Context: an optimization exercise on an open-source flow, tuned for small area, a short achievable clock period and few clock cycles per item. The choices shown serve that exercise and are no tape-out recipe. The RTL was checked by simulation tests, not by an equivalence proof against the original design. Power is estimated from default activity; no workload was simulated.

==> flow/design.v <==
module idt_frame_decoder (
    input  wire        clk,
    input  wire        rst,         
    input  wire        tailoff,     
    input  wire        in_valid,
    input  wire [7:0]  in_data,
    input  wire        in_last,
    output wire        in_ready,
    output reg         res_valid,
    output wire [31:0] res_info,    
    output wire [31:0] res_crc,     
    output wire [31:0] res_len,     
    output wire [31:0] res_addr,    
    output wire [8:0]  rx_track,    
    output wire [15:0] rx_cnt       
);
    localparam [2:0] C_OK = 3'd0, C_NO_DELIM = 3'd1, C_BAD_LEN = 3'd2,
                     C_BAD_CRC = 3'd3, C_BAD_COMPL = 3'd4, C_SEQ_ERR = 3'd5;
    localparam [1:0] T_NONE = 2'd0, T_HEAD = 2'd1, T_DATA = 2'd2, T_TAIL = 2'd3;
    function [15:0] crc_table;
        input [7:0] i;
        integer k;
        reg [15:0] r;
        begin
            r = {i, 8'h00};
            for (k = 0; k < 8; k = k + 1)
                r = r[15] ? ((r << 1) ^ 16'h1021) : (r << 1);
            crc_table = r;
        end
    endfunction
    function [15:0] crc_step;
        input [15:0] c;
        input [7:0]  b;
        begin
            crc_step = {c[7:0], 8'h00} ^ crc_table(c[15:8] ^ b);
        end
    endfunction
    reg         fresh;           
    reg  [10:0] q;
    reg         qz, qh;          
    reg         hd;              
    reg         da, ed;          
    reg         cs;              
    reg  [7:0]  n;               
    reg         co;              
    reg  [15:0] acc;             
    reg  [7:0]  d1, d2;          
    reg  [63:0] hl;              
    reg  [7:0]  rx_exp;
    reg         rx_inxfer;
    reg  [15:0] rx_count;
    reg         pend;            
    reg  [2:0]  r_code;
    reg  [1:0]  r_type;
    reg         k_crc, k_n, k_chk, k_hl;    
    reg         k_upd;           
    assign in_ready = !pend;
    assign rx_track = {rx_inxfer, rx_exp};
    assign rx_cnt   = rx_count;
    assign res_info = {5'd0, q, n, 1'b0, r_code, 2'b00, r_type};
    assign res_crc  = {acc, d2, d1};
    assign res_len  = hl[63:32];
    assign res_addr = hl[31:0];
    wire       accept = in_valid && !pend;
    wire       done   = accept && in_last;
    wire [7:0] b  = in_data;
    wire [7:0] bz = pend ? 8'h00 : in_data;    
    wire q_lo0 = qz;
    wire q_hi1 = qh;
    wire p1    = !fresh && q_hi1 && q[1:0] == 2'd0;
    wire p2    = !fresh && q_hi1 && q[1:0] == 2'd1;
    wire p3    = !fresh && q_hi1 && q[1:0] == 2'd2;
    wire p4    = !fresh && q_hi1 && q[1:0] == 2'd3;    
    wire over  = !fresh && q[10] && !q_hi1;            
    wire compl_ok  = hd || co;
    wire data_ok   = rx_inxfer && (n == rx_exp);
    wire tail_ok   = rx_inxfer && (tailoff ? (n == rx_exp) : (n == rx_count[7:0]));
    wire seq_ok    = hd || (da ? data_ok : tail_ok);
    wire crc_ok    = (acc == {d1, b});
    wire hd_n = fresh ? (b == 8'hFE) :
                p1    ? (hd && b == 8'h00) :
                p2    ? (hd && b == 8'hFF) :
                p3    ? (hd && b == 8'h01) : hd;
    wire da_n = fresh ? (b == 8'hDA) : da;
    wire ed_n = fresh ? (b == 8'hED) : ed;
    wire is_head = hd_n && !fresh && !p1 && !p2;       
    wire [1:0] v_type = over    ? T_NONE :
                        is_head ? T_HEAD : da_n ? T_DATA : ed_n ? T_TAIL : T_NONE;
    wire csx = cs && !fresh;                           
    wire [2:0] v_code = !csx       ? ((v_type == T_NONE && !over) ? C_NO_DELIM : C_BAD_LEN) :
                        !crc_ok    ? C_BAD_CRC :
                        !compl_ok  ? C_BAD_COMPL :
                        seq_ok     ? C_OK : C_SEQ_ERR;
    wire v_fld = csx && crc_ok && compl_ok;
    wire n13   = !fresh && q == 11'd7;                           
    wire n4    = p3;                                             
    wire ndat  = !fresh && (q_hi1 ? q[1] : !(q[10:0] >= 11'd1023));   
    wire cs_n  = hd_n ? n13 : da_n ? ndat : ed_n ? n4 : 1'b0;
    wire [11:4] p_hl;
    assign p_hl[4] = p4;
    genvar g;
    generate
        for (g = 5; g <= 11; g = g + 1) begin : g_phl
            assign p_hl[g] = !fresh && q_lo0 && q[2:0] == (g - 5);
        end
    endgenerate
    wire        clr_crc = pend && !k_crc;
    wire        clr_chk = pend && !k_chk;
    wire        en_acc  = (accept && (fresh || !in_last)) || clr_crc;
    wire [15:0] acc_d   = (fresh || pend) ? 16'h0000 : crc_step(acc, d1);
    wire        en_d    = accept || clr_crc;
    wire [7:0]  d2_d    = pend ? 8'h00 : d1;
    wire        en_q    = accept || clr_chk;
    wire [10:0] q_d     = pend ? 11'd0 : fresh ? 11'd2044 : q + 11'd1;
    wire        en_n    = (accept && p1) || (pend && !k_n);
    wire [63:0] en_hl;
    generate
        for (g = 4; g <= 11; g = g + 1) begin : g_enhl
            assign en_hl[(11-g)*8 +: 8] = {8{(accept && p_hl[g]) || (pend && !k_hl)}};
        end
    endgenerate
    wire [7:0] cnt_hi_inc = rx_count[15:8] + 8'd1;
    integer j;
    always @(posedge clk) begin
        if (en_acc)
            acc <= acc_d;
        if (en_d) begin
            d1 <= bz;
            d2 <= d2_d;
        end
        if (en_q) begin
            q  <= q_d;
            qz <= pend || (!fresh && ((qh && q[1:0] == 2'd3) || (qz && q[2:0] != 3'd7)));
            qh <= !pend && (fresh || (qh && q[1:0] != 2'd3));
        end
        if (en_n)
            n <= bz;
        for (j = 0; j < 8; j = j + 1)
            if (en_hl[j*8])
                hl[j*8 +: 8] <= bz;
        if (done) begin
            r_code <= v_code;
            r_type <= v_type;
        end
        k_crc  <= csx;
        k_n    <= v_fld && !hd;
        k_chk  <= v_fld && da;
        k_hl   <= v_fld && hd;
        k_upd  <= v_fld && seq_ok;
        if (accept) begin
            hd <= hd_n;
            da <= da_n;
            ed <= ed_n;
            cs <= cs_n;
            if (p2)
                co <= (b == ~n);
        end
        if (rst) begin
            fresh     <= 1'b1;
            pend      <= 1'b0;
            res_valid <= 1'b0;
            rx_exp    <= 8'd1;
            rx_inxfer <= 1'b0;
            rx_count  <= 16'd0;
        end else begin
            pend      <= done;
            res_valid <= pend;
            if (accept)
                fresh <= in_last;
            if (pend && k_upd) begin
                if (r_type == T_HEAD) begin
                    rx_exp    <= 8'd1;
                    rx_count  <= 16'd0;
                    rx_inxfer <= 1'b1;
                end else if (r_type == T_DATA) begin
                    rx_exp   <= rx_exp + 8'd1;
                    rx_count <= {(rx_exp == 8'd0) ? cnt_hi_inc : rx_count[15:8], rx_exp};
                end else begin
                    rx_inxfer <= 1'b0;
                end
            end
        end
    end
endmodule
==> flow/flow/run.sh <==
#!/bin/bash
set -euo pipefail
bash standard.sh BUFFER_PORTS_ARGS="-buffer_cell sky130_fd_sc_hd__buf_1" finish > flow_make.log 2>&1
==> flow/standard.sh <==
#!/bin/bash
# synth_recipe.tcl (not shown) runs the flow's synth.tcl, then flattens the netlist and writes it again
# the make line also repeats each setting of config.mk as NAME=value (left out here)
make -C /OpenROAD-flow-scripts/flow DESIGN_CONFIG=/design/flow/config.mk WORK_HOME=/design/flow/orfs CLKGATE_MAP_FILE= SYNTH_SCRIPT=/design/flow/synth_recipe.tcl "${@:-finish}"
==> flow/config.mk <==
export PLATFORM = sky130hd
export DESIGN_NAME = idt_frame_decoder
export DESIGN_NICKNAME = idt_frame_decoder
export VERILOG_FILES = /design/flow/design.v
export SDC_FILE = /design/flow/constraint.sdc
export NUM_CORES = 4
export LEC_CHECK = 0
export CAP_MARGIN = 20
export CORE_MARGIN = 2
export CORE_UTILIZATION = 65
export CTS_BUF_LIST = sky130_fd_sc_hd__clkbuf_8
export SETUP_SLACK_MARGIN = 2.0
export SLEW_MARGIN = 20
==> flow/constraint.sdc <==
create_clock -name core_clock -period 4.0 [get_ports {clk}]
set_input_delay 0.8000 -clock core_clock [delete_from_list [all_inputs] [get_ports {clk}]]
set_output_delay 0.8000 -clock core_clock [all_outputs]
set_load 0.01 [all_outputs]
==> metrics.cfg, run 1 <==
[die]
die_area_um2=11400
io_pins=168
std_cell_rows=37
die_h_um=107
core-area_um2=10300
die_w_um=107
initial_core_util_pct=66.5

[job]
cap_violations=0

[yosys]
syn_area_um2=6840
netlist_instances=546
synth_top_area_cell=edfxtp_1
yosysUniqueCellTypes=49
yosys_most_used_dff=edfxtp_1
ys_seq_elements=160
async_reset_ff_share_pct=0
seq_area_frac_synth_pct=65.4
synth_area_per_cell_um2=12.5
synthTopCellsByCount=edfxtp_1, nand2_1, nor2_1, xnor2_1, dfxtp_1
netlist_top_cells_area=edfxtp_1, dfxtp_1, xnor2_1
synth_edf_count=127
synth.top_cell.area_share_pct=55.8
synth_most_common_cell=edfxtp_1
yosysWarningCount=1

[timing]
slew_viol_final=0
post-route-period-util_pct=51.8
setup_viol=0
fin_crit_ps=2070
clock_skew_ps=17.0
rsz0062_at_grt=yes
tightestPinTransition_ps=1040
slew_headroom_pct=30.5
fmax_mhz=483
tns_ps=0
hold_violations=0

[worst_setup_path]
crit_path_start_kind=flip-flop
endpoint_kind=flip-flop
required_ps=4200
critPathKind=reg -> reg
reg2regPathDepth=5
rrSetupSlack_ps=1930
arrival_ps=2270
crit_path_max_fanout=5

[hold_path]
hold_depth=2
hold_path_class=reg -> reg

[clock_tree]
insertion_delay_ps=460
clk_pin_slew_ps=100
cts_buffers=17
clock-sinks=160
clockBufferDepth=2
hold_buffers=0
ctsHtreeMaxLevel=4
cts_tree=done
cts-root-buf=clkbuf_8

[power]
power.total_mw=3.58
leakage_nw=2.99
p_int_mw=2.55
power_frac_clock_pct=32.5
seqPwrFrac_pct=54.8
p_per_area_nw_per_um2=424
p_comb_share_pct=12.7
vdd.ir_drop.worst_mv=0.281
p_switching_mw=1.03
swShare_pct=28.7

[global_routing]
grt_pass1_wl_mm=24.5
grt_overflow=0
grt_max_degree=23
grt_pass1_vias=4686
groute.usage.overall_pct=28.9
antenna_found_initial=0

[cells_and_area]
nets=767
num_antenna_cells=0
drive_gt1_share_pct=17.7
nFillCells=583
area_delta_synth_final_pct=23.4

[placement]
numPortBuffers=159
place_congestion=0.958
dp_hpwl_mm=11.4

[detailed_routing]
ant_nets=0
routedWlPerCell_um=18.9
firstDrtPassIters=5
vias=5107
totalWireLength_mm=16.8
drt-vias-per-instance=5.73
drt_iter0_drc=453
drc=0

[run_status]
run_status=no timing/DRC/antenna violations

[stage by stage]
stage / worst slack, ps / hold slack, ps / instance area (um^2) / instances / utilization (%)
after floorplan: 1730 / 479 / 6930 / 553 / -
after global placement: 1410 / 471 / 7560 / 825 / 73.5
after detailed placement: 1360 / 485 / 7560 / 825 / 73.5
after CTS: 1930 / 497 / 8180 / 872 / 79.6
after global routing: 1910 / 513 / 8440 / 892 / 82.1
final: 1930 / 495 / 8440 / 892 / 82.1
[kinds of logic after synthesis]
family	Yosys count	synth area share [%]
AO/OA/AOI/OAI	62	5.42
XOR/XNOR	68	9.15
adder cells (fa/ha/maj)	11	2.01
buffers and inverters	47	3.09
flip-flops	160	65.4
multiplexers	3	0.457
other	1	0.0548
AND/OR/NAND/NOR	194	14.4
[path summary, 6_finish.rpt]
| kind | endpoint | startpoint |
|---|---|---|
| worst max-delay path | r_code[1] | acc[13] |
| worst min-delay path | rx_count[3] | rx_count[3] |
| worst max register to register | r_code[1] | acc[13] |
| worst min register to register | rx_count[3] | rx_count[3] |
[cells in the final DEF (no fill, tap or decap), types with 10 or more instances in the layout]
cell type,instances
buf_1,148
edfxtp_1,127
nand2_1,53
nor2_1,42
buf_4,35
xnor2_1,30
a21oi_1,29
xor2_1,28
dfxtp_1,28
nand4_1,21
inv_1,19
nor2b_1,18
clkbuf_8,17
nand3_1,10
ha_1,10
[sequential cells by signal, summed over array words and instances, names as in the netlist, 2 cells and up]
name / cells
d1: 8
rx_exp: 8
n: 8
d2: 8
r_code: 3
hl: 64
acc: 16
rx_count: 16
r_type: 2
q: 11
[power by group through the flow]
stage	clock network, mW	registers, mW	logic [mW]
2_1_floorplan	0	2.01	0.230
3_3_place_gp	0	2.00	0.358
3_5_place_dp	0	2.00	0.370
4_1_cts	1.17	1.96	0.412
5_1_grt	1.24	1.97	0.487
6_report	1.16	1.96	0.455
[repair_timing]
item / CTS / global route
setup buffers: 15 / 20
pin swaps: 12 / 8
setup endpoints to repair: 138 / 82
gates resized for setup: 28 / 30
[layer usage]
| layer | up-vias | share of wire [%] | global-route usage (%) |
|---|---|---|---|
| met4 | 0 | 1.6 | 10.9 |
| li1 | 2324 | - | - |
| met5 | - | 0 | 0 |
| met3 | 22 | 8.2 | 6.38 |
| met1 | 2468 | 39 | 38.4 |
| met2 | 293 | 51 | 47.2 |
[final cells by class]
type / instances / area (um^2) / area share (%)
clock buffer: 17 / 234 / 2.77
clock inverter: 15 / 161 / 1.91
inverter: 21 / 83.8 / 0.993
multi-input combinational: 346 / 2370 / 28.1
sequential: 160 / 4480 / 53.1
tap: 136 / 170 / 2.02
timing repair buffer: 197 / 935 / 11.1
[worst max-delay path, stage by stage (launching register included)]
cell	delay (ps)
edfxtp_1	490
xnor2_4	230
nand4_1	130
or4_4	560
or2_4	270
and2_1	140
Testbench counts, summed over its fixed seeds: cycles 135,708, bytes 135,489.
==> run 2: changes to the inputs <==
--- a/flow/config.mk
+++ b/flow/config.mk
@@ -11,3 +11,4 @@
 export CTS_BUF_LIST = sky130_fd_sc_hd__clkbuf_8
 export SETUP_SLACK_MARGIN = 2.0
 export SLEW_MARGIN = 20
+export TNS_END_PERCENT = 5
==> run 2 against run 1 <==
Sequential cell count did not move. Die area is the same. Sequential share of layout area rose by 1.4 points. Maximum frequency increased by 0.32%. Combinational power decreased by 9.0%. Worst hold slack about the same.
==> metrics.cfg, run 2 <==
[detailed_routing]
totalWireLength_mm=16.7
routedWlPerCell_um=19.2
drc=0
ant_nets=0
drt-vias-per-instance=5.75
vias=5025
drt_iter0_drc=394
firstDrtPassIters=4

[timing]
clock_skew_ps=16.9
setup_viol=0
hold_violations=0
fin_crit_ps=2060
tns_ps=0
tightestPinTransition_ps=874
post-route-period-util_pct=51.6
slew_viol_final=0
slew_headroom_pct=41.6
rsz0062_at_grt=yes
fmax_mhz=485

[worst_setup_path]
crit_buf_inv=2
r2r_end=r_code[1]
critPathKind=reg -> out
rrSetupSlack_ps=1940
path_cells=clkinv_2 > buf_1
crit_path_start_kind=flip-flop
arrival_ps=1260
cp.depth=2
reg2regPathDepth=5
rr_startpoint=acc[11]
cpMaxStageDelayCell=dfxtp_4
crit_path_max_fanout=16
crit_start=pend
slowest_delay_ps=480
crit_family=flip-flops
endpoint_kind=output port
required_ps=3200

[global_routing]
antenna_found_initial=0
grt_pass1_vias=4709
groute.usage.overall_pct=29.8
grt_pass1_wl_mm=25.5
grt_overflow=0
grt_max_degree=23

[yosys]
synth.top_cell.area_share_pct=55.8
synth_compound_area_share_pct=5.42
synth_edf_count=127
yosysUniqueCellTypes=49
synth-xor-area-share_pct=9.15
synth_most_common_cell=edfxtp_1
synth_area_per_cell_um2=12.5
yosys_most_used_dff=edfxtp_1
synth_top_area_cell=edfxtp_1
netlist_top_cells_area=edfxtp_1, dfxtp_1, xnor2_1
synthTopCellsByCount=edfxtp_1, nand2_1, nor2_1, xnor2_1, dfxtp_1
netlist_instances=546
async_reset_ff_share_pct=0
synth_top_family_by_area=simple AND/OR/NAND/NOR gates
yosysWarningCount=1
ys_seq_elements=160
synth-simple-area-share_pct=14.4
synth-adder-area-share_pct=2.01
syn_area_um2=6840
synth_mux_area_share_pct=0.457
seq_area_frac_synth_pct=65.4

[clock_tree]
ctsHtreeMaxLevel=4
clock-sinks=160
cts-root-buf=clkbuf_8
clk_pin_slew_ps=90
insertion_delay_ps=450
clockBufferDepth=2
cts_tree=done
cts_buffers=17

[power]
power_frac_clock_pct=32.9
swShare_pct=27.4
p_switching_mw=0.972
p_int_mw=2.57
p_per_area_nw_per_um2=432
vdd.ir_drop.worst_mv=0.259
p_comb_share_pct=11.7
leakage_nw=2.91
seqPwrFrac_pct=55.5

[cells_and_area]
layout_commonest_cell=buf_1
nets=750
utilization_pct=79.8
largest_reg_flops=64
nFillCells=678
num_antenna_cells=0
reg_top3=hl: 64 flops, acc: 16 flops, rx_count: 16 flops
drive_gt1_share_pct=13.1
largest_register=hl
layout_common_cells=buf_1, edfxtp_1, nand2_1
area_delta_synth_final_pct=20.0

[die]
die_area_um2=11400
core-area_um2=10300
die_h_um=107
initial_core_util_pct=66.5
std_cell_rows=37
die_w_um=107
io_pins=168

[hold_path]
hold_start=rx_count[5]
hold_depth=2
hold_path_end=rx_count[5]
hold_path_class=reg -> reg

[job]
cap_violations=0

[placement]
place_congestion=0.959
dp_hpwl_mm=11.3
numPortBuffers=159

[run_status]
run_status=no timing/DRC/antenna violations

run 2: cell counts after synthesis:
No cell type changed its count.
run 2: layout make-up:
| type | instances | area, um^2 | area share (%) |
|---|---|---|---|
| Clock buffer | 17 | 234 | 2.85 |
| Multi-Input combinational cell | 346 | 2330 | 28.4 |
| Sequential cell | 160 | 4480 | 54.6 |
| Tap cell | 136 | 170 | 2.07 |
| Inverter | 21 | 80.1 | 0.976 |
| Timing Repair Buffer | 180 | 764 | 9.32 |
| Clock inverter | 14 | 149 | 1.81 |
run 2: cells by family (layout without fill, tap and decap cells):
logic type | Yosys count | after routing
AND/OR/NAND/NOR | 194 | 194
adder cells (fa/ha/maj) | 11 | 11
other | 1 | 8
flip-flops | 160 | 160
buffers and inverters | 47 | 232
AO/OA/AOI/OAI | 62 | 62
XOR/XNOR | 68 | 68
multiplexers | 3 | 3
run 2: worst max-delay path by stage:
stage           endpoint  slack, ps
2_1_floorplan  r_code[1]       1730
4_1_cts        r_code[1]       1890
5_1_grt        r_code[2]       1850
3_3_place_gp   r_code[1]       1430
6_report        in_ready       1940
3_5_place_dp   r_code[1]       1380
run 2: metrics by stage:
stage               hold WS, ps  cells  setup WS, ps  power (mW)  area [um^2]
floorplan                   479    553          1730        2.24         6900
global placement            469    829          1430        2.35         7570
detailed placement          478    829          1380        2.37         7570
CTS                         490    869          1890        3.53         8090
global route                516    874          1850        3.66         8210
finish                      495    874          1940        3.54         8210
run 2: power groups by stage:
| stage | Clock, mW | Combinational (mW) | Sequential (mW) |
|---|---|---|---|
| CTS | 1.18 | 0.392 | 1.96 |
| global route | 1.24 | 0.451 | 1.97 |
| detailed placement | 0 | 0.368 | 2.00 |
| global placement | 0 | 0.360 | 1.99 |
| finish | 1.16 | 0.414 | 1.97 |
| floorplan | 0 | 0.227 | 2.01 |
run 2: repair_timing:
item                       4_1_cts  5_1_grt
setup endpoints to repair      103      105
hold endpoints to repair         0        0
hold buffers                     0        0
gates resized for setup         15       19
setup buffers                    9        5
pin swaps                        4        7
run 2: tightest hold or removal path, stage by stage (launching register included):
cell	delay (ps)
dfxtp_1	340
nand2_1	60
a21oi_1	60
run 2: per-layer routing:
| layer | GRT usage (%) | share of wire [%] |
|---|---|---|
| met1 | 41.0 | 40 |
| met3 | 7.42 | 8.1 |
| met5 | 0 | 0 |
| met4 | 8.72 | 1.8 |
| met2 | 47.6 | 50 |
==> run 3: changes to the inputs <==
--- a/flow/config.mk
+++ b/flow/config.mk
@@ -7,8 +7,7 @@
 export LEC_CHECK = 0
 export CAP_MARGIN = 20
 export CORE_MARGIN = 2
-export CORE_UTILIZATION = 65
+export CORE_UTILIZATION = 40
 export CTS_BUF_LIST = sky130_fd_sc_hd__clkbuf_8
 export SETUP_SLACK_MARGIN = 2.0
 export SLEW_MARGIN = 20
-export TNS_END_PERCENT = 5
==> run 3 against run 2 <==
Core utilization is 28 points lower. Critical path type unchanged. Worst hold slack worse by 2.9 ps. Maximum frequency is 0.53% lower. Critical path depth is 1 higher. Largest cell class unchanged. Sequential cell count stayed put. Sequential share of layout area is 3.0 points lower. Critical endpoint unchanged. Combinational power is 13% higher. Power is 0.36% lower. Clock-buffer cell count stayed put. Non-clock buffer count is 35 higher. Largest power group unchanged. Setup slack worse by 11 ps. Clock skew is 1.4 ps lower.
==> metrics.cfg, run 3 <==
[worst_setup_path]
rrSetupSlack_ps=1960
critPathKind=reg -> out
endpoint_kind=output port
required_ps=3200
crit_path_start_kind=flip-flop
crit_path_max_fanout=34
reg2regPathDepth=5
arrival_ps=1270
r2r_end=r_code[1]
rr_startpoint=d1[1]

[global_routing]
groute.usage.overall_pct=19.4
antenna_found_initial=0
grt_overflow=0
grt_pass1_wl_mm=26.8
grt_max_degree=35
grt_pass1_vias=4671

[clock_tree]
clockBufferDepth=2
clock-sinks=160
ctsHtreeMaxLevel=4
cts_tree=done
insertion_delay_ps=450
clk_pin_slew_ps=90
cts_buffers=17
cts-root-buf=clkbuf_8
hold_buffers=0

[yosys]
netlist_top_cells_area=edfxtp_1, dfxtp_1, xnor2_1
yosysUniqueCellTypes=49
ys_seq_elements=160
synth_most_common_cell=edfxtp_1
synth_area_per_cell_um2=12.5
synth_edf_count=127
synth_top_area_cell=edfxtp_1
seq_area_frac_synth_pct=65.4
synthTopCellsByCount=edfxtp_1, nand2_1, nor2_1, xnor2_1, dfxtp_1
syn_area_um2=6840
yosys_most_used_dff=edfxtp_1
netlist_instances=546
async_reset_ff_share_pct=0
yosysWarningCount=1
synth.top_cell.area_share_pct=55.8

[timing]
post-route-period-util_pct=51.9
fmax_mhz=482
clock_skew_ps=15.5
fin_crit_ps=2070
tightestPinTransition_ps=1010
slew_viol_final=0
whs_ps=492
slew_headroom_pct=32.8
rsz0062_at_grt=yes
setup_viol=0
hold_violations=0
tns_ps=0

[cells_and_area]
area_delta_synth_final_pct=27.0
largest_register=hl
multi_input_area_um2=2410
num_antenna_cells=0
nets=785
ff_latch_area_um2=4480
drive_gt1_share_pct=19.6
layout_commonest_cell=buf_1
layout_common_cells=buf_1, edfxtp_1, nand2_1
largest_reg_flops=64
nFillCells=1494
reg_top3=hl: 64 flops, acc: 16 flops, rx_count: 16 flops

[detailed_routing]
drt-vias-per-instance=5.09
vias=5064
drc=0
routedWlPerCell_um=18.1
firstDrtPassIters=5
drt_iter0_drc=391
ant_nets=0
totalWireLength_mm=18.0

[power]
p_int_mw=2.54
power_frac_clock_pct=31.1
seqPwrFrac_pct=55.7
p_switching_mw=0.991
vdd.ir_drop.worst_mv=0.225
p_per_area_nw_per_um2=406
p_comb_share_pct=13.2
power.total_mw=3.53
swShare_pct=28.1
leakage_nw=3.13

[die]
core-area_um2=16600
die_h_um=135
die_area_um2=18200
io_pins=168
initial_core_util_pct=41.1
std_cell_rows=47
die_w_um=135

[placement]
dp_hpwl_mm=12.5
numPortBuffers=159
place_congestion=0.912

[hold_path]
hold_start=rx_count[5]
hold_path_class=reg -> reg
hold_path_end=rx_count[5]
hold_depth=2

[job]
cap_violations=0

[run_status]
run_status=no timing/DRC/antenna violations

run 3: cell types whose count changed in the layout (fill, tap and decap cells not counted), sizes merged:
cell	change
buf	+38
clkbuf	-3
clkinvlp	+2
bufinv	-1
clkinv	+1
inv	-1
run 3: through the flow:
stage | utilization [%] | setup slack (ps) | instances | instance area, um^2
4_1_cts | 50.0 | 1810 | 960 | 8320
5_1_grt | 52.2 | 1870 | 994 | 8690
3_3_place_gp | 46.1 | 1400 | 910 | 7670
6_report | 52.2 | 1930 | 994 | 8690
3_5_place_dp | 46.1 | 1360 | 910 | 7670
2_1_floorplan | - | 1730 | 553 | 6930
run 3: cell families after synthesis:
family	share of synthesized area, %
XOR/XNOR	9.15
other	0.0548
multiplexers	0.457
adder cells (fa/ha/maj)	2.01
flip-flops	65.4
buffers and inverters	3.09
AO/OA/AOI/OAI	5.42
AND/OR/NAND/NOR	14.4
run 3: worst max path at each step:
stage,from,to,depth (start not counted)
floorplan,in_data[2],r_code[1],6
global placement,in_data[1],r_code[1],6
detailed placement,in_data[1],r_code[1],6
CTS,pend,in_ready,3
global route,pend,in_ready,3
finish,pend,in_ready,3
run 3: routing by layer:
layer,GRT usage [%],part of all wire [%],vias up
met5,0,0,-
met4,6.14,1.8,0
met3,4.13,6.9,28
met2,30.8,48,218
met1,26.9,44,2460
li1,-,-,2358
run 3: area by class of cell:
class,count,share of cell area (%)
clock buffers,17,2.69
repair buffers,215,12.3
flip-flops and latches,160,51.6
multi-input cells,346,27.8
clock inverters,15,1.43
inverters,21,0.980
well taps,220,3.17
run 3: worst max-delay path, cell delays in order (launching register included):
cell and delay (ps):
dfxtp_1 370, buf_12 220, inv_4 90, buf_1 140
run 3: what timing repair did:
action,4_1_cts,5_1_grt
endpoints found under the setup margin,90,84
resized for setup,35,28
pin swaps,15,10
setup buffers,18,34
run 3: power by group through the flow:
stage | clock (mW) | sequential [mW] | combinational, mW
2_1_floorplan | 0 | 2.01 | 0.230
3_3_place_gp | 0 | 2.00 | 0.368
3_5_place_dp | 0 | 2.00 | 0.373
4_1_cts | 1.11 | 1.97 | 0.419
5_1_grt | 1.18 | 1.97 | 0.510
6_report | 1.10 | 1.97 | 0.466
==> run 4: changes to the inputs <==
--- a/flow/design.v
+++ b/flow/design.v
@@ -64,7 +64,6 @@
     wire       accept = in_valid && !pend;
     wire       done   = accept && in_last;
     wire [7:0] b  = in_data;
-    wire [7:0] bz = pend ? 8'h00 : in_data;    
     wire q_lo0 = qz;
     wire q_hi1 = qh;
     wire p1    = !fresh && q_hi1 && q[1:0] == 2'd0;
@@ -106,38 +105,28 @@
     endgenerate
     wire        clr_crc = pend && !k_crc;
     wire        clr_chk = pend && !k_chk;
-    wire        en_acc  = (accept && (fresh || !in_last)) || clr_crc;
-    wire [15:0] acc_d   = (fresh || pend) ? 16'h0000 : crc_step(acc, d1);
-    wire        en_d    = accept || clr_crc;
-    wire [7:0]  d2_d    = pend ? 8'h00 : d1;
-    wire        en_q    = accept || clr_chk;
-    wire [10:0] q_d     = pend ? 11'd0 : fresh ? 11'd2044 : q + 11'd1;
-    wire        en_n    = (accept && p1) || (pend && !k_n);
-    wire [63:0] en_hl;
-    generate
-        for (g = 4; g <= 11; g = g + 1) begin : g_enhl
-            assign en_hl[(11-g)*8 +: 8] = {8{(accept && p_hl[g]) || (pend && !k_hl)}};
-        end
-    endgenerate
+    wire        clr_n   = pend && !k_n;
+    wire        clr_hl  = pend && !k_hl;
+    wire        wr_acc  = accept && (fresh || !in_last);
+    wire [15:0] acc_d   = fresh ? 16'h0000 : crc_step(acc, d1);
+    wire [10:0] q_d     = fresh ? 11'd2044 : q + 11'd1;
     wire [7:0] cnt_hi_inc = rx_count[15:8] + 8'd1;
     integer j;
     always @(posedge clk) begin
-        if (en_acc)
-            acc <= acc_d;
-        if (en_d) begin
-            d1 <= bz;
-            d2 <= d2_d;
+        acc <= wr_acc ? acc_d : (acc & {16{!clr_crc}});
+        d1  <= accept ? b  : (d1 & {8{!clr_crc}});
+        d2  <= accept ? d1 : (d2 & {8{!clr_crc}});
+        if (accept) begin
+            qz <= !fresh && ((qh && q[1:0] == 2'd3) || (qz && q[2:0] != 3'd7));
+            qh <= fresh || (qh && q[1:0] != 2'd3);
+        end else if (clr_chk) begin
+            qz <= 1'b1;
+            qh <= 1'b0;
         end
-        if (en_q) begin
-            q  <= q_d;
-            qz <= pend || (!fresh && ((qh && q[1:0] == 2'd3) || (qz && q[2:0] != 3'd7)));
-            qh <= !pend && (fresh || (qh && q[1:0] != 2'd3));
-        end
-        if (en_n)
-            n <= bz;
-        for (j = 0; j < 8; j = j + 1)
-            if (en_hl[j*8])
-                hl[j*8 +: 8] <= bz;
+        q   <= accept ? q_d : (q & {11{!clr_chk}});
+        n   <= (accept && p1) ? b : (n & {8{!clr_n}});
+        for (j = 4; j <= 11; j = j + 1)
+            hl[(11-j)*8 +: 8] <= (accept && p_hl[j]) ? b : (hl[(11-j)*8 +: 8] & {8{!clr_hl}});
         if (done) begin
             r_code <= v_code;
             r_type <= v_type;
--- a/flow/config.mk
+++ b/flow/config.mk
@@ -7,7 +7,7 @@
 export LEC_CHECK = 0
 export CAP_MARGIN = 20
 export CORE_MARGIN = 2
-export CORE_UTILIZATION = 40
+export CORE_UTILIZATION = 65
 export CTS_BUF_LIST = sky130_fd_sc_hd__clkbuf_8
-export SETUP_SLACK_MARGIN = 2.0
+export SETUP_SLACK_MARGIN = 2.2
 export SLEW_MARGIN = 20
==> run 4 against run 3 <==
Synthesized cell count grew 43%. Critical path type is now in -> reg. Worst hold slack got worse by 19 ps. Sequential cell count is the same. Via count rose by 47%. Non-clock buffer count grew 29. Cell count increased by 15%. Register-to-register slack better by 50 ps. Still clean.
==> metrics.cfg, run 4 <==
[run_status]
run_status=no timing/DRC/antenna violations

[detailed_routing]
totalWireLength_mm=25.7
firstDrtPassIters=8
ant_nets=0
routedWlPerCell_um=22.5
drt-vias-per-instance=6.50
drt_iter0_drc=1070
drc=0
vias=7431

[power]
power.total_mw=3.80
p_comb_share_pct=19.8
p_int_mw=2.51
seqPwrFrac_pct=48.4
vdd.ir_drop.worst_mv=0.321
p_switching_mw=1.29
swShare_pct=33.8
power_frac_clock_pct=31.8
leakage_nw=4.04
p_per_area_nw_per_um2=400

[placement]
place_congestion=0.914
dp.cells=1028
dp_hpwl_mm=12.2
numPortBuffers=159

[clock_tree]
insertion_delay_ps=480
cts-root-buf=clkbuf_8
clk_pin_slew_ps=100
clockBufferDepth=2
clock-sinks=160
hold_buffers=0
cts_tree=done
ctsHtreeMaxLevel=4
cts_buffers=17

[global_routing]
antenna_found_initial=0
grt_overflow=0
grt_max_degree=65
grt_pass1_wl_mm=31.2
grt_pass1_vias=6040
groute.usage.overall_pct=35.0

[hold_path]
hold_start=hl[40]
hold_path_class=reg -> reg
hold_depth=2
hold_path_end=hl[40]

[cells_and_area]
layout_commonest_cell=nand2_1
ff_latch_area_um2=3570
multi_input_area_um2=3600
nets=1018
utilization_pct=92.3
drive_gt1_share_pct=40.6
largest_reg_flops=64
fin_cells=1143
num_antenna_cells=0
reg_top3=hl: 64 flops, acc: 16 flops, rx_count: 16 flops
layout_common_cells=nand2_1, o21ai_0, nand3_1
largest_register=hl
nFillCells=390
area_delta_synth_final_pct=38.3

[yosys]
synth_edf_count=12
yosysUniqueCellTypes=61
async_reset_ff_share_pct=0
synth.top_cell.area_share_pct=43.2
ys_seq_elements=160
yosys_most_used_dff=dfxtp_1
netlist_instances=780
yosysWarningCount=1
seq_area_frac_synth_pct=48.4
synthTopCellsByCount=dfxtp_1, nand2_1, o21ai_0, nand3_1, xor2_1
synth_area_per_cell_um2=8.80
syn_area_um2=6860
netlist_top_cells_area=dfxtp_1, o21ai_0, nand3_1
synth_most_common_cell=dfxtp_1
synth_top_area_cell=dfxtp_1

[timing]
tightestPinTransition_ps=675
fin_crit_ps=2040
slew_headroom_pct=55.0
slew_viol_final=0
rsz0062_at_grt=yes
hold_violations=0
setup_viol=0
post-route-period-util_pct=51.1
clock_skew_ps=23.4
tns_ps=0
fmax_mhz=489

[die]
die_area_um2=11400
io_pins=168
die_h_um=107
std_cell_rows=37
initial_core_util_pct=66.8
die_w_um=107
core-area_um2=10300

[worst_setup_path]
required_ps=4210
rr_startpoint=r_type[0]
reg2regPathDepth=7
crit_path_start_kind=input pin
r2r_end=rx_exp[7]
rrSetupSlack_ps=2010
critPathKind=in -> reg
arrival_ps=2260
endpoint_kind=flip-flop
crit_path_max_fanout=10

[job]
cap_violations=0

==> run 4: cell types whose count changed in the layout (fill, tap and decap cells not counted), sizes merged, moves of 29 or more <==
cell	change
dfxtp	+115
edfxtp	-115
o21ai	+88
nand3	+71
clkbuf	+58
nand2	+46
buf	-29
==> run 4: cell families after synthesis <==
| group | after synthesis | share of synthesized area (%) |
|---|---|---|
| fa+ha+maj | 11 | 2.01 |
| flops | 160 | 48.4 |
| other cells | 1 | 0.0546 |
| simple gates | 292 | 21.3 |
| buf+inv | 80 | 5.21 |
| xor+xnor | 68 | 8.68 |
| compound gates | 164 | 13.7 |
| mux | 4 | 0.620 |
==> run 4: area by class of cell <==
class | count | area share (%)
clock buffers | 17 | 2.47
clock inverters | 15 | 1.75
inverters | 24 | 1.13
multi-input cells | 547 | 38.0
flip-flops and latches | 160 | 37.6
well taps | 136 | 1.79
repair buffers | 244 | 17.3
==> run 4: critical path, stage by stage <==
cell      delay, ps
buf_2           260
nor4bb_1        410
a41o_1          390
nor2_1          120
o211ai_1        160
nand3_2         100
==> run 4: how the worst max path moves through the flow <==
stage                from   endpoint
5_1_grt        in_data[0]  r_code[0]
6_report       in_data[0]  r_code[0]
2_1_floorplan  in_data[6]  r_code[1]
3_5_place_dp     in_valid     hl[11]
4_1_cts           acc[12]  r_code[1]
3_3_place_gp     in_valid     hl[37]
==> run 4: power groups by stage <==
stage / sequential, mW / combinational [mW] / clock (mW)
final: 1.84 / 0.754 / 1.21
after global routing: 1.84 / 0.794 / 1.26
after CTS: 1.82 / 0.565 / 1.18
after detailed placement: 1.87 / 0.479 / 0
after global placement: 1.86 / 0.468 / 0
after floorplan: 1.87 / 0.330 / 0
==> run 4: repair_timing <==
| action | 4_1_cts | 5_1_grt |
|---|---|---|
| cloned | 0 | 0 |
| setup endpoints to repair | 210 | 237 |
| gates resized for setup | 213 | 164 |
| buffers inserted | 37 | 46 |
| pin swaps | 18 | 18 |
==> run 4: through the flow <==
| step | setup slack (ps) | hold WS (ps) | cell area [um^2] |
|---|---|---|---|
| global placement | 1560 | 443 | 7500 |
| finish | 1960 | 473 | 9490 |
| CTS | 2130 | 466 | 8620 |
| global route | 1930 | 502 | 9490 |
| detailed placement | 1420 | 450 | 7500 |
| floorplan | 2000 | 468 | 7070 |
==> run 4: per-layer routing <==
metal | vias up | wire length, um | GRT usage [%]
li1 | 3112 | - | -
met1 | 3471 | 9070 | 46.5
met2 | 667 | 12000 | 57.6
met3 | 181 | 2910 | 5.90
met4 | 0 | 1700 | 12.5
met5 | - | 0 | 0
Testbench counts of run 4, summed over its fixed seeds: cycles 135,708, bytes 135,489.
==> run 5: changes to the inputs <==
--- a/flow/config.mk
+++ b/flow/config.mk
@@ -9,5 +9,5 @@
 export CORE_MARGIN = 2
 export CORE_UTILIZATION = 65
 export CTS_BUF_LIST = sky130_fd_sc_hd__clkbuf_8
-export SETUP_SLACK_MARGIN = 2.2
+export SETUP_SLACK_MARGIN = 2.0
 export SLEW_MARGIN = 20
==> run 5 against run 4 <==
Worst hold slack got worse by 7.8 ps. Final area decreased by 15%. Core utilization decreased by 13 points. Clock-buffer cell count unchanged. Setup slack improved by 54 ps. Cell count decreased by 5.7%. Sequential cell count unchanged.
==> metrics.cfg, run 5 <==
[clock_tree]
ctsHtreeMaxLevel=4
cts_buffers=17
clk_pin_slew_ps=90
insertion_delay_ps=460
cts-root-buf=clkbuf_8
hold_buffers=0
cts_tree=done
clock-sinks=160
clockBufferDepth=2

[yosys]
synth-xor-area-share_pct=8.68
netlist_instances=780
yosysUniqueCellTypes=61
synth_compound_area_share_pct=13.7
synth.top_cell.area_share_pct=43.2
synth_most_common_cell=dfxtp_1
synth_top_area_cell=dfxtp_1
netlist_top_cells_area=dfxtp_1, o21ai_0, nand3_1
synth-simple-area-share_pct=21.3
ys_seq_elements=160
synth_top_family_by_area=simple AND/OR/NAND/NOR gates
yosys_most_used_dff=dfxtp_1
yosysWarningCount=1
synth_mux_area_share_pct=0.620
synthTopCellsByCount=dfxtp_1, nand2_1, o21ai_0, nand3_1, xor2_1
syn_area_um2=6860
async_reset_ff_share_pct=0
synth_area_per_cell_um2=8.80
synth_edf_count=12
seq_area_frac_synth_pct=48.4
synth-adder-area-share_pct=2.01

[die]
die_w_um=107
std_cell_rows=37
initial_core_util_pct=66.8
io_pins=168
die_h_um=107
die_area_um2=11400
core-area_um2=10300

[timing]
fmax_mhz=502
post-route-period-util_pct=49.8
slew_viol_final=0
hold_violations=0
rsz0062_at_grt=yes
fin_ws_ps=2010
tightestPinTransition_ps=657
slew_headroom_pct=56.2
clock_skew_ps=6.88
fin_crit_ps=1990
setup_viol=0
tns_ps=0

[cells_and_area]
utilization_pct=78.9
num_antenna_cells=0
reg_top3=hl: 64 flops, acc: 16 flops, rx_count: 16 flops
fin_area_um2=8110
largest_reg_flops=64
area_delta_synth_final_pct=18.2
layout_common_cells=buf_1, dfxtp_1, nand2_1
nets=953
drive_gt1_share_pct=11.4
fin_cells=1078
nFillCells=731
largest_register=hl
layout_commonest_cell=buf_1

[global_routing]
grt_pass1_wl_mm=28.7
met3_usage_pct=5.29
grt_overflow=0
groute.usage.overall_pct=31.9
grt_pass1_vias=5793
busiest_layer=met2
met2_usage_pct=52.2
antenna_found_initial=0
grt.met1_usage_pct=42.1
grt_max_degree=65

[detailed_routing]
vias=6364
totalWireLength_mm=18.5
drc=0
drt_iter0_drc=574
drt-vias-per-instance=5.90
ant_nets=0
routedWlPerCell_um=17.2
firstDrtPassIters=5

[job]
cap_violations=0

[placement]
post_dp_cell_area_um2=7450
dp_hpwl_mm=12.6
dp.cells=1032
place_congestion=0.917
numPortBuffers=159
post-place-ws_ps=804

[run_status]
run_status=no timing/DRC/antenna violations

[worst_setup_path]
crit_path_start_kind=flip-flop
rrSetupSlack_ps=2010
path_cells=xor2_2 > or4b_4 > nor4_4 > nand2_2 > and2_1
arrival_ps=2210
slowest_delay_ps=580
endpoint_kind=flip-flop
cpMaxStageDelayCell=or4b_4
crit_buf_inv=0
required_ps=4220
crit_family=simple AND/OR/NAND/NOR gates
critPathKind=reg -> reg
crit_path_max_fanout=5

[hold_path]
hold_path_class=reg -> reg

[power]
p_int_mw=2.54
p_per_area_nw_per_um2=449
swShare_pct=30.2
vdd.ir_drop.worst_mv=0.305
p_comb_share_pct=14.2
seqPwrFrac_pct=50.3
leakage_nw=3.05
power_frac_clock_pct=35.6
p_switching_mw=1.10

## run 5: cell types whose count changed in the layout (fill, tap and decap cells not counted), moves of 4 or more
cell / delta
buf_1: +132
dfxtp_1: +76
buf_4: -58
clkbuf_2: -57
dfxtp_4: -54
buf_2: -47
buf_6: -33
dfxtp_2: -22
inv_1: +5
xnor2_1: +5
xnor2_2: -5
clkinv_4: +4
clkinv_8: -4
ha_1: +4
## run 5: logic make-up after synthesis
| family | count (synthesis) |
|---|---|
| mux | 4 |
| other cells | 1 |
| fa+ha+maj | 11 |
| buf+inv | 80 |
| xor+xnor | 68 |
| compound gates | 164 |
| flops | 160 |
| simple gates | 292 |
## run 5: layer usage
metal | wire length (um) | part of all wire, %
met1 | 7950 | 43
met4 | 409 | 2.2
met5 | 0 | 0
met2 | 8890 | 48
met3 | 1290 | 7.0
## run 5: worst reg2reg max path, stage by stage (launching register included)
cell     delay, ps
dfxtp_2        380
xor2_2         220
or4b_4         580
nor4_4         260
nand2_2        140
and2_1         170
## run 5: final timing paths
kind / from / to / cells after the start
worst max-delay path: d1[6] / r_code[1] / 5
worst min-delay path: d2[2] / d2[2] / 2
worst max register to register: d1[6] / r_code[1] / 5
worst min register to register: d2[2] / d2[2] / 2
## run 5: repair_timing
action,4_1_cts,5_1_grt
buffers inserted,12,2
resized for setup,25,15
setup endpoints to repair,132,12
pin swaps,7,2
hold endpoints to repair,0,0
## run 5: area by class of cell
| class | count | area, um^2 | area share (%) |
|---|---|---|---|
| clock buffers | 17 | 234 | 2.88 |
| clock inverters | 15 | 198 | 2.44 |
| inverters | 24 | 95.1 | 1.17 |
| multi-input cells | 547 | 3310 | 40.8 |
| flip-flops and latches | 160 | 3340 | 41.1 |
| well taps | 136 | 170 | 2.10 |
| repair buffers | 179 | 769 | 9.49 |
## run 5: power by group through the flow
stage / Sequential [mW] / Clock [mW] / Combinational (mW)
floorplan: 1.87 / 0 / 0.316
global route: 1.84 / 1.35 / 0.566
detailed placement: 1.86 / 0 / 0.490
global placement: 1.85 / 0 / 0.472
CTS: 1.82 / 1.30 / 0.501
finish: 1.83 / 1.29 / 0.517
## run 5: per-stage QoR
stage          hold slack, ps  power (mW)
6_report                  465        3.64
5_1_grt                   486        3.76
4_1_cts                   463        3.62
3_5_place_dp              450        2.35
3_3_place_gp              447        2.33
2_1_floorplan             468        2.18
==> run 6: changes to the inputs <==
--- a/flow/design.v
+++ b/flow/design.v
@@ -50,18 +50,23 @@
     reg         rx_inxfer;
     reg  [15:0] rx_count;
     reg         pend;            
+    reg         rdy;             
+    reg         s_cs;            
+    reg         s_hi, s_lo;      
+    reg         s_co;            
+    reg         s_seq;           
+    reg         s_nd;            
+    reg  [1:0]  s_type;
     reg  [2:0]  r_code;
     reg  [1:0]  r_type;
-    reg         k_crc, k_n, k_chk, k_hl;    
-    reg         k_upd;           
-    assign in_ready = !pend;
+    assign in_ready = rdy;
     assign rx_track = {rx_inxfer, rx_exp};
     assign rx_cnt   = rx_count;
     assign res_info = {5'd0, q, n, 1'b0, r_code, 2'b00, r_type};
     assign res_crc  = {acc, d2, d1};
     assign res_len  = hl[63:32];
     assign res_addr = hl[31:0];
-    wire       accept = in_valid && !pend;
+    wire       accept = in_valid && rdy;
     wire       done   = accept && in_last;
     wire [7:0] b  = in_data;
     wire q_lo0 = qz;
@@ -75,7 +80,6 @@
     wire data_ok   = rx_inxfer && (n == rx_exp);
     wire tail_ok   = rx_inxfer && (tailoff ? (n == rx_exp) : (n == rx_count[7:0]));
     wire seq_ok    = hd || (da ? data_ok : tail_ok);
-    wire crc_ok    = (acc == {d1, b});
     wire hd_n = fresh ? (b == 8'hFE) :
                 p1    ? (hd && b == 8'h00) :
                 p2    ? (hd && b == 8'hFF) :
@@ -86,15 +90,15 @@
     wire [1:0] v_type = over    ? T_NONE :
                         is_head ? T_HEAD : da_n ? T_DATA : ed_n ? T_TAIL : T_NONE;
     wire csx = cs && !fresh;                           
-    wire [2:0] v_code = !csx       ? ((v_type == T_NONE && !over) ? C_NO_DELIM : C_BAD_LEN) :
-                        !crc_ok    ? C_BAD_CRC :
-                        !compl_ok  ? C_BAD_COMPL :
-                        seq_ok     ? C_OK : C_SEQ_ERR;
-    wire v_fld = csx && crc_ok && compl_ok;
+    wire v_fld = s_cs && s_hi && s_lo && s_co;           
+    wire [2:0] v_code = !s_cs            ? (s_nd ? C_NO_DELIM : C_BAD_LEN) :
+                        !(s_hi && s_lo)  ? C_BAD_CRC :
+                        !s_co            ? C_BAD_COMPL :
+                        s_seq            ? C_OK : C_SEQ_ERR;
     wire n13   = !fresh && q == 11'd7;                           
     wire n4    = p3;                                             
     wire ndat  = !fresh && (q_hi1 ? q[1] : !(q[10:0] >= 11'd1023));   
-    wire cs_n  = hd_n ? n13 : da_n ? ndat : ed_n ? n4 : 1'b0;
+    wire cs_n  = hd ? n13 : da ? ndat : ed ? n4 : 1'b0;    
     wire [11:4] p_hl;
     assign p_hl[4] = p4;
     genvar g;
@@ -103,10 +107,10 @@
             assign p_hl[g] = !fresh && q_lo0 && q[2:0] == (g - 5);
         end
     endgenerate
-    wire        clr_crc = pend && !k_crc;
-    wire        clr_chk = pend && !k_chk;
-    wire        clr_n   = pend && !k_n;
-    wire        clr_hl  = pend && !k_hl;
+    wire        clr_crc = pend && !s_cs;
+    wire        clr_chk = pend && !(v_fld && da);
+    wire        clr_n   = pend && !(v_fld && !hd);
+    wire        clr_hl  = pend && !(v_fld && hd);
     wire        wr_acc  = accept && (fresh || !in_last);
     wire [15:0] acc_d   = fresh ? 16'h0000 : crc_step(acc, d1);
     wire [10:0] q_d     = fresh ? 11'd2044 : q + 11'd1;
@@ -127,15 +131,15 @@
         n   <= (accept && p1) ? b : (n & {8{!clr_n}});
         for (j = 4; j <= 11; j = j + 1)
             hl[(11-j)*8 +: 8] <= (accept && p_hl[j]) ? b : (hl[(11-j)*8 +: 8] & {8{!clr_hl}});
-        if (done) begin
-            r_code <= v_code;
-            r_type <= v_type;
-        end
-        k_crc  <= csx;
-        k_n    <= v_fld && !hd;
-        k_chk  <= v_fld && da;
-        k_hl   <= v_fld && hd;
-        k_upd  <= v_fld && seq_ok;
+        s_cs   <= csx;
+        s_hi   <= (acc[15:8] == d1);
+        s_lo   <= (acc[7:0] == b);
+        s_co   <= compl_ok;
+        s_seq  <= seq_ok;
+        s_nd   <= (v_type == T_NONE) && !over;
+        s_type <= v_type;
+        r_code <= v_code;
+        r_type <= s_type;
         if (accept) begin
             hd <= hd_n;
             da <= da_n;
@@ -147,21 +151,23 @@
         if (rst) begin
             fresh     <= 1'b1;
             pend      <= 1'b0;
+            rdy       <= 1'b1;
             res_valid <= 1'b0;
             rx_exp    <= 8'd1;
             rx_inxfer <= 1'b0;
             rx_count  <= 16'd0;
         end else begin
             pend      <= done;
+            rdy       <= !done;
             res_valid <= pend;
             if (accept)
                 fresh <= in_last;
-            if (pend && k_upd) begin
-                if (r_type == T_HEAD) begin
+            if (pend && v_fld && s_seq) begin
+                if (hd) begin
                     rx_exp    <= 8'd1;
                     rx_count  <= 16'd0;
                     rx_inxfer <= 1'b1;
-                end else if (r_type == T_DATA) begin
+                end else if (da) begin
                     rx_exp   <= rx_exp + 8'd1;
                     rx_count <= {(rx_exp == 8'd0) ? cnt_hi_inc : rx_count[15:8], rx_exp};
                 end else begin
--- a/flow/config.mk
+++ b/flow/config.mk
@@ -9,5 +9,6 @@
 export CORE_MARGIN = 2
 export CORE_UTILIZATION = 65
 export CTS_BUF_LIST = sky130_fd_sc_hd__clkbuf_8
-export SETUP_SLACK_MARGIN = 2.0
+export SETUP_SLACK_MARGIN = 2.1
 export SLEW_MARGIN = 20
+export TNS_END_PERCENT = 5
==> run 6 against run 5 <==
Cell count increased by 0.56%. Routed wire length is 4.0% higher. Register-to-register slack got worse by 50 ps. Highest routed layer unchanged. Power is 7.2% higher. Maximum frequency fell by 2.4%. Clock skew is 6.1 ps higher. Worst hold slack worse by 120 ps. Clock-buffer cell count up 3. Largest power group unchanged. Sequential share of layout area down 0.14 points. Synthesized cell count grew 2.1%.
==> metrics.cfg, run 6 <==
[worst_setup_path]
reg2regPathDepth=5
arrival_ps=2240
crit_path_start_kind=flip-flop
required_ps=4200
rrSetupSlack_ps=1960
r2r_end=cs
crit_path_max_fanout=8
crit_family=compound AO/OA/AOI/OAI gates
path_cells=ha_4 > nand2_1 > a211o_1 > a221oi_1 > a21oi_1
endpoint_kind=flip-flop
cpMaxStageDelayCell=dfxtp_1
crit_buf_inv=0
critPathKind=reg -> reg
slowest_delay_ps=510
cp.depth=5
rr_startpoint=q[1]

[die]
initial_core_util_pct=67.1
die_w_um=107
die_h_um=107
core-area_um2=10400
io_pins=168
die_area_um2=11600
std_cell_rows=37

[clock_tree]
insertion_delay_ps=460
hold_buffers=0
cts-root-buf=clkbuf_8
clk_pin_slew_ps=90
clock-sinks=164
clockBufferDepth=2
ctsHtreeMaxLevel=4
cts_tree=done
cts_buffers=17

[yosys]
synth_mux_area_share_pct=1.31
synth_compound_area_share_pct=17.3
synthTopCellsByCount=dfxtp_1, nand2_1, o21ai_0, clkbuf_1, xnor2_1
synth.top_cell.area_share_pct=45.1
synth_top_family_by_area=simple AND/OR/NAND/NOR gates
netlist_top_cells_area=dfxtp_1, nand2_1, o21ai_0
yosysUniqueCellTypes=57
synth-xor-area-share_pct=7.30
synth_edf_count=7
synth_top_area_cell=dfxtp_1
netlist_instances=796
synth-simple-area-share_pct=19.0
syn_area_um2=6960
async_reset_ff_share_pct=0
ys_seq_elements=164
yosys_most_used_dff=dfxtp_1
synth_area_per_cell_um2=8.75
synth_most_common_cell=dfxtp_1
yosysWarningCount=1
seq_area_frac_synth_pct=48.2
synth-adder-area-share_pct=1.62

[hold_path]
hold_start=s_type[0]
hold_depth=0
hold_path_class=reg -> reg
hold_path_end=r_type[0]

[cells_and_area]
reg_top3=hl: 64 flops, acc: 16 flops, rx_count: 16 flops
drive_gt1_share_pct=7.59
nFillCells=740
num_antenna_cells=0
area_delta_synth_final_pct=17.6
nets=958
largest_register=hl
layout_common_cells=dfxtp_1, buf_1, nand2_1
largest_reg_flops=64

[power]
p_int_mw=2.87
seqPwrFrac_pct=48.3
p_per_area_nw_per_um2=477
p_switching_mw=1.04
p_comb_share_pct=13.2
swShare_pct=26.6
leakage_nw=3.03
vdd.ir_drop.worst_mv=0.308
power_frac_clock_pct=38.4

[timing]
clock_skew_ps=13.0
tns_ps=0
fmax_mhz=490
fin_crit_ps=2040
slew_headroom_pct=38.5
tightestPinTransition_ps=922
rsz0062_at_grt=yes
slew_viol_final=0
hold_violations=0
post-route-period-util_pct=51.0
setup_viol=0
whs_ps=342

[placement]
numPortBuffers=159
dp_hpwl_mm=12.8
place_congestion=0.879

[detailed_routing]
highest_layer=met4
firstDrtPassIters=6
wl_met1_mm=7.92
drc=0
ant_nets=0
drt_iter0_drc=640
dr_wl_met2_mm=9.21
drt-vias-per-instance=5.97
routedWlPerCell_um=17.8
wl_met3_mm=1.61
vias=6468
totalWireLength_mm=19.3

[global_routing]
grt_max_degree=28
antenna_found_initial=0
grt_pass1_vias=5868
grt_overflow=0
groute.usage.overall_pct=33.3
grt_pass1_wl_mm=30.0

[job]
cap_violations=0

[run_status]
run_status=no timing/DRC/antenna violations

## run 6: changes by cell type after synthesis, sizes merged, moves of 7 or more
cell / change
and3: +11
o31ai: +7
nand2: +42
dfxtp: +9
nor2: -12
a21oi: -9
a22oi: +8
xor2: -9
nand3: -57
clkbuf: +13
a22o: +18
buf: -10
## run 6: per-layer routing
layer | vias to the layer above | GRT usage (%)
met5 | - | 0
met4 | 0 | 14.0
met3 | 58 | 8.17
met2 | 340 | 52.6
met1 | 3030 | 43.6
li1 | 3040 | -
## run 6: final cells by class
cell class,count,area (um^2),share of cell area [%]
repair buffers,170,691,8.43
inverters,26,101,1.24
flip-flops and latches,164,3360,41.0
repair inverters,1,5.00,0.0611
well taps,136,170,2.08
clock inverters,11,230,2.81
clock buffers,20,275,3.36
multi-input cells,556,3360,41.0
## run 6: timing repair
action | in CTS | in global routing
cloned | 3 | 0
setup endpoints to repair | 148 | 148
gates resized for setup | 7 | 20
pin swaps | 2 | 0
buffers inserted | 2 | 5
## run 6: stage by stage
step / std cells / setup slack, ps / util [%] / cell area [um^2] / power (mW)
finish: 1084 / 1960 / 79.0 / 8190 / 3.90
detailed placement: 1043 / 977 / 72.6 / 7530 / 2.41
CTS: 1079 / 1960 / 78.1 / 8100 / 3.88
global route: 1084 / 1880 / 79.0 / 8190 / 4.04
global placement: 1043 / 1100 / 72.6 / 7530 / 2.39
floorplan: 803 / 2070 / - / 6990 / 2.23
## run 6: worst max-delay path by stage
stage	from	endpoint	slack [ps]
after global routing	q[1]	cs	1880
final	q[1]	cs	1960
after global placement	in_valid	acc[8]	1100
after CTS	in_valid	n[5]	1960
after floorplan	in_valid	qz	2070
after detailed placement	in_valid	acc[13]	980
## run 6: power groups by stage
stage                     Combinational, mW  Clock, mW  Sequential [mW]
after detailed placement              0.490          0             1.92
after global routing                  0.565       1.57             1.90
after floorplan                       0.306          0             1.93
after global placement                0.473          0             1.91
after CTS                             0.505       1.50             1.88
final                                 0.517       1.50             1.89
## run 6: cells by family after synthesis
group	after synthesis
and+or+nand+nor	277
muxes	9
buffers and inverters	85
DFF	164
AOI/OAI and AO/OA	193
other	1
xor gates and xnor gates	58
adders and majority gates	9
Testbench counts of run 6, summed over its fixed seeds: cycles 135,708, bytes 135,489.
==> run 7: changes to the inputs <==
--- a/flow/config.mk
+++ b/flow/config.mk
@@ -9,6 +9,6 @@
 export CORE_MARGIN = 2
 export CORE_UTILIZATION = 65
 export CTS_BUF_LIST = sky130_fd_sc_hd__clkbuf_8
-export SETUP_SLACK_MARGIN = 2.1
+export SETUP_SLACK_MARGIN = 2.0
 export SLEW_MARGIN = 20
 export TNS_END_PERCENT = 5
==> run 7 against run 6 <==
Core utilization decreased by 0.65 points. Still clean. Synthesized area is the same. Maximum frequency shrank 2.2%. Combinational power about the same. Critical path type is now in -> reg. First-iteration DRC count shrank 19%. Sequential share of layout area is 0.31 points higher. Register-to-register slack gained 40 ps. Clock power decreased by 13%.
==> metrics.cfg, run 7 <==
[run_status]
run_status=no timing/DRC/antenna violations

[yosys]
synth-simple-area-share_pct=19.0
yosysWarningCount=1
synth_top_area_cell=dfxtp_1
synth_mux_area_share_pct=1.31
async_reset_ff_share_pct=0
netlist_top_cells_area=dfxtp_1, nand2_1, o21ai_0
yosysUniqueCellTypes=57
synth_area_per_cell_um2=8.75
synth_compound_area_share_pct=17.3
synth-xor-area-share_pct=7.30
synth_edf_count=7
yosys_most_used_dff=dfxtp_1
synth-adder-area-share_pct=1.62
synth_top_family_by_area=simple AND/OR/NAND/NOR gates
ys_seq_elements=164
netlist_instances=796
synth_most_common_cell=dfxtp_1
syn_area_um2=6960
seq_area_frac_synth_pct=48.2
synthTopCellsByCount=dfxtp_1, nand2_1, o21ai_0, clkbuf_1, xnor2_1
synth.top_cell.area_share_pct=45.1

[detailed_routing]
totalWireLength_mm=19.5
vias=6471
firstDrtPassIters=6
drc=0
drt_iter0_drc=516
routedWlPerCell_um=17.9
drt-vias-per-instance=5.95
ant_nets=0

[cells_and_area]
drive_gt1_share_pct=7.78
nets=960
fin_cells=1087
area_delta_synth_final_pct=16.7
layout_commonest_cell=dfxtp_1
largest_reg_flops=64
reg_top3=hl: 64 flops, acc: 16 flops, rx_count: 16 flops
layout_common_cells=dfxtp_1, buf_1, nand2_1
num_antenna_cells=0
largest_register=hl

[die]
core-area_um2=10400
io_pins=168
initial_core_util_pct=67.1
std_cell_rows=37
die_area_um2=11600
die_h_um=107
die_w_um=107

[timing]
fmax_mhz=479
post-route-period-util_pct=52.2
slew_viol_final=0
tightestPinTransition_ps=919
slew_headroom_pct=38.7
clock_skew_ps=7.34
setup_viol=0
fin_crit_ps=2090
rsz0062_at_grt=yes
tns_ps=0
whs_ps=343
hold_violations=0

[global_routing]
grt_pass1_vias=5946
grt_overflow=0
antenna_found_initial=0
grt_pass1_wl_mm=30.1
grt_max_degree=36
groute.usage.overall_pct=33.4

[hold_path]
hold_depth=0
hold_start=s_type[1]
hold_path_end=r_type[1]
hold_path_class=reg -> reg

[clock_tree]
ctsHtreeMaxLevel=4
cts-root-buf=clkbuf_8
cts_tree=done
cts_buffers=17
clockBufferDepth=2
hold_buffers=0
clk_pin_slew_ps=90
clock-sinks=164
insertion_delay_ps=460

[power]
vdd.ir_drop.worst_mv=0.300
p_per_area_nw_per_um2=457
leakage_nw=3.01

[placement]
dp_hpwl_mm=13.1
place_congestion=0.922
numPortBuffers=159
dp.cells=1043

[worst_setup_path]
critPathKind=in -> reg
slowest_delay_ps=500
crit_path_max_fanout=13
cpMaxStageDelayCell=nor3b_1
r2r_end=cs
crit_family=simple AND/OR/NAND/NOR gates
arrival_ps=2470
crit_path_start_kind=input pin
required_ps=4390
reg2regPathDepth=5
endpoint_kind=flip-flop
rr_startpoint=q[1]
crit_buf_inv=1
rrSetupSlack_ps=2000
path_cells=buf_1 > nor2_1 > a41oi_1 > nor3b_1 > o2bb2ai_1

[job]
cap_violations=0

run 7: cell counts after synthesis:
No cell type changed its count.
run 7: timing repair:
| action | CTS | global route |
|---|---|---|
| buffers inserted | 1 | 10 |
| pin swaps | 1 | 1 |
| endpoints found under the hold margin | 0 | 0 |
| resized for setup | 7 | 14 |
| setup endpoints to repair | 94 | 122 |
| gates cloned | 1 | 0 |
run 7: how the worst max path moves through the flow:
| stage | cells after the start | start | to | slack [ps] |
|---|---|---|---|---|
| final | 5 | in_data[5] | s_type[0] | 1910 |
| after detailed placement | 6 | in_valid | acc[2] | 1060 |
| after floorplan | 6 | in_valid | n[0] | 2020 |
| after global routing | 4 | in_data[0] | s_type[0] | 1860 |
| after global placement | 6 | in_valid | acc[14] | 1170 |
| after CTS | 7 | in_valid | n[2] | 1800 |
run 7: layout make-up:
type	count	area (um^2)
Inverter	26	101
Timing Repair Buffer	174	728
Sequential cell	164	3360
Multi-Input combinational cell	555	3340
Clock inverter	15	193
Tap cell	136	170
Fill cell	751	2250
Clock buffer	17	234
run 7: stage by stage:
stage	power [mW]	area [um^2]	setup slack (ps)	util, %
CTS	3.70	7990	1800	77.0
global placement	2.39	7520	1170	72.5
global route	3.84	8120	1860	78.3
finish	3.71	8120	1910	78.3
floorplan	2.23	6990	2020	-
detailed placement	2.41	7520	1060	72.5
run 7: per-layer routing:
metal  up-vias  GRT usage (%)  wire length (um)
met5         -              0                 0
met4         0           13.1               467
met3        40           6.60              1370
met2       331           55.8              9690
met1      3056           42.6              7930
li1       3044              -                 -
run 7: logic make-up after synthesis:
family,count (synthesis)
xor+xnor,58
other cells,1
mux,9
flops,164
buf+inv,85
simple gates,277
compound gates,193
fa+ha+maj,9
run 7: worst register-to-register path, cell delays in order, from the launching register on:
cell and delay, ps:
dfxtp_1 460, ha_2 320, nand2_1 200, a211o_1 390, a221oi_1 320, a21oi_1 70
run 7: power by group:
group	switching (mW)	total (mW)	internal, mW
sequential	0.136	1.89	1.76
combinational	0.313	0.515	0.202
clock	0.669	1.31	0.636
==> run 8: changes to the inputs <==
--- a/flow/config.mk
+++ b/flow/config.mk
@@ -11,4 +11,3 @@
 export CTS_BUF_LIST = sky130_fd_sc_hd__clkbuf_8
 export SETUP_SLACK_MARGIN = 2.0
 export SLEW_MARGIN = 20
-export TNS_END_PERCENT = 5
==> run 8 against run 7 <==
Still clean. Setup slack improved by 99 ps. Die area stayed put. Core utilization rose by 0.096 points. Synthesized area is the same. Cell count is essentially flat. Critical path depth grew 1. Register-to-register slack better by 70 ps. Non-clock buffer count fell by 2.
==> metrics.cfg, run 8 <==
[yosys]
synth_most_common_cell=dfxtp_1
yosys_most_used_dff=dfxtp_1
async_reset_ff_share_pct=0
seq_area_frac_synth_pct=48.2
yosysWarningCount=1
synth.top_cell.area_share_pct=45.1
synth_area_per_cell_um2=8.75
netlist_top_cells_area=dfxtp_1, nand2_1, o21ai_0
yosysUniqueCellTypes=57
synth_edf_count=7
synthTopCellsByCount=dfxtp_1, nand2_1, o21ai_0, clkbuf_1, xnor2_1
syn_area_um2=6960
netlist_instances=796
ys_seq_elements=164
synth_top_area_cell=dfxtp_1

[die]
core-area_um2=10400
die_w_um=107
initial_core_util_pct=67.1
die_h_um=107
io_pins=168
std_cell_rows=37
die_area_um2=11600

[worst_setup_path]
crit_path_max_fanout=26
reg2regPathDepth=5
crit_start=in_valid
crit_path_start_kind=input pin
arrival_ps=2390
critPathKind=in -> reg
rr_startpoint=s_cs
endpoint_kind=flip-flop
required_ps=4410

[detailed_routing]
drt_iter0_drc=490
vias=6521
ant_nets=0
totalWireLength_mm=19.7
routedWlPerCell_um=18.1
drt-vias-per-instance=6.00
drc=0
firstDrtPassIters=6

[clock_tree]
hold_buffers=0
clock-sinks=164
clockBufferDepth=2
cts_tree=done
ctsHtreeMaxLevel=4
clk_pin_slew_ps=90
cts-root-buf=clkbuf_8
cts_buffers=17
insertion_delay_ps=460

[cells_and_area]
largest_reg_flops=64
layout_commonest_cell=buf_1
reg_top3=hl: 64 flops, acc: 16 flops, rx_count: 16 flops
largest_register=hl
layout_common_cells=buf_1, dfxtp_1, nand2_1
nets=958
drive_gt1_share_pct=9.17
area_delta_synth_final_pct=16.8

[placement]
dp_hpwl_mm=13.1
place_congestion=0.922
numPortBuffers=159

[run_status]
run_status=no timing/DRC/antenna violations

[timing]
slew_viol_final=0
rsz0062_at_grt=yes
hold_violations=0
setup_viol=0
fin_crit_ps=1990
tightestPinTransition_ps=936
clock_skew_ps=8.01
fmax_mhz=503
whs_ps=342
post-route-period-util_pct=49.7
slew_headroom_pct=37.6
tns_ps=0

[global_routing]
groute.usage.overall_pct=33.6
grt_pass1_wl_mm=30.2
grt_max_degree=36
antenna_found_initial=0
grt_overflow=0
grt_pass1_vias=5950

[power]
p_per_area_nw_per_um2=456
vdd.ir_drop.worst_mv=0.300
leakage_nw=3.00

[hold_path]
hold_start=s_type[1]
hold_depth=0
hold_path_class=reg -> reg

[job]
cap_violations=0

## run 8: cell counts after synthesis
Identical to the previous run, type by type.
## run 8: area by class of cell
class | instances | area [um^2]
Antenna cell | 1 | 2.50
Clock buffer | 17 | 234
Clock inverter | 15 | 193
Fill cell | 743 | 2240
Inverter | 26 | 101
Multi-Input combinational cell | 555 | 3350
Sequential cell | 164 | 3370
Tap cell | 136 | 170
Timing Repair Buffer | 172 | 709
## run 8: kinds of logic (layout without fill, tap and decap cells)
kind of cell | Yosys count | after routing | synth area share, %
compound gates | 193 | 194 | 17.3
simple gates | 277 | 277 | 19.0
other cells | 1 | 9 | 0.0539
buf+inv | 85 | 230 | 5.34
flops | 164 | 164 | 48.2
fa+ha+maj | 9 | 9 | 1.62
mux | 9 | 9 | 1.31
xor+xnor | 58 | 58 | 7.30
## run 8: through the flow
| step | power (mW) | cells | cell area, um^2 | utilization (%) | setup slack (ps) |
|---|---|---|---|---|---|
| after CTS | 3.70 | 1080 | 8050 | 77.7 | 1990 |
| final | 3.71 | 1086 | 8130 | 78.4 | 2010 |
| after global routing | 3.84 | 1085 | 8130 | 78.4 | 1920 |
| after floorplan | 2.23 | 803 | 6990 | - | 2020 |
| after detailed placement | 2.41 | 1043 | 7520 | 72.5 | 1060 |
| after global placement | 2.39 | 1043 | 7520 | 72.5 | 1170 |
## run 8: power breakdown
part           internal [mW]  switching [mW]
Sequential              1.76           0.138
Clock                  0.636           0.670
Combinational          0.200           0.313
## run 8: routing by layer
layer  routed length [um]  GRT usage, %  vias up  share of wire, %
li1                     -             -     3039                 -
met1                 8040          42.8     3099                41
met2                 9820          56.1      331                50
met3                 1380          6.84       52               7.0
met4                  448          12.9        0               2.3
met5                    0             0        -                 0
## run 8: worst paths after layout
path / endpoint / slack (ps)
max: acc[2] / 2010
min: r_type[1] / 340
max reg2reg: rx_count[8] / 2070
min reg2reg: r_type[1] / 340
## run 8: repair_timing
item | CTS | global route
setup buffers | 4 | 5
endpoints found under the setup margin | 94 | 107
endpoints found under the hold margin | 0 | 0
gates resized for setup | 23 | 15
pin swaps | 1 | 1
gates cloned | 1 | 0
## run 8: worst max-delay path: stages
cell and delay (ps):
buf_1 100, nand2_1 70, buf_4 270, clkinvlp_4 250
a21oi_2 640, a22o_1 260

[what the ideal ports hide]
In the flow no input, the clock included, has a driving cell. The finished layouts below were timed again as built, in two steps. Step 1 sets driving cells, clkbuf_16 on the clock port and buf_2 on the other inputs (assumed; they add their load-dependent delay and slew). Step 2, shift: input delay + t, output delay - t, t = (earliest + latest rising clock arrival at the registers) / 2. This alone moves slack from input paths to output paths. a / b / c = no drivers / after step 1 / after step 2; a / b = the first two.
run	shift t [ns]	slack for setup (ns)
run 1	0.484	1.930 / 1.919 / 1.495
run 2	0.477	1.936 / 1.901 / 1.505
run 3	0.481	1.925 / 1.886 / 1.501
run 4	0.508	1.956 / 1.970 / 1.462
run 5	0.495	2.009 / 1.987 / 1.657
run 6	0.486	1.960 / 1.960 / 1.651
run 7	0.495	1.913 / 1.925 / 1.430
run 8	0.496	2.013 / 1.991 / 1.532
After both steps every run listed still meets setup and hold.
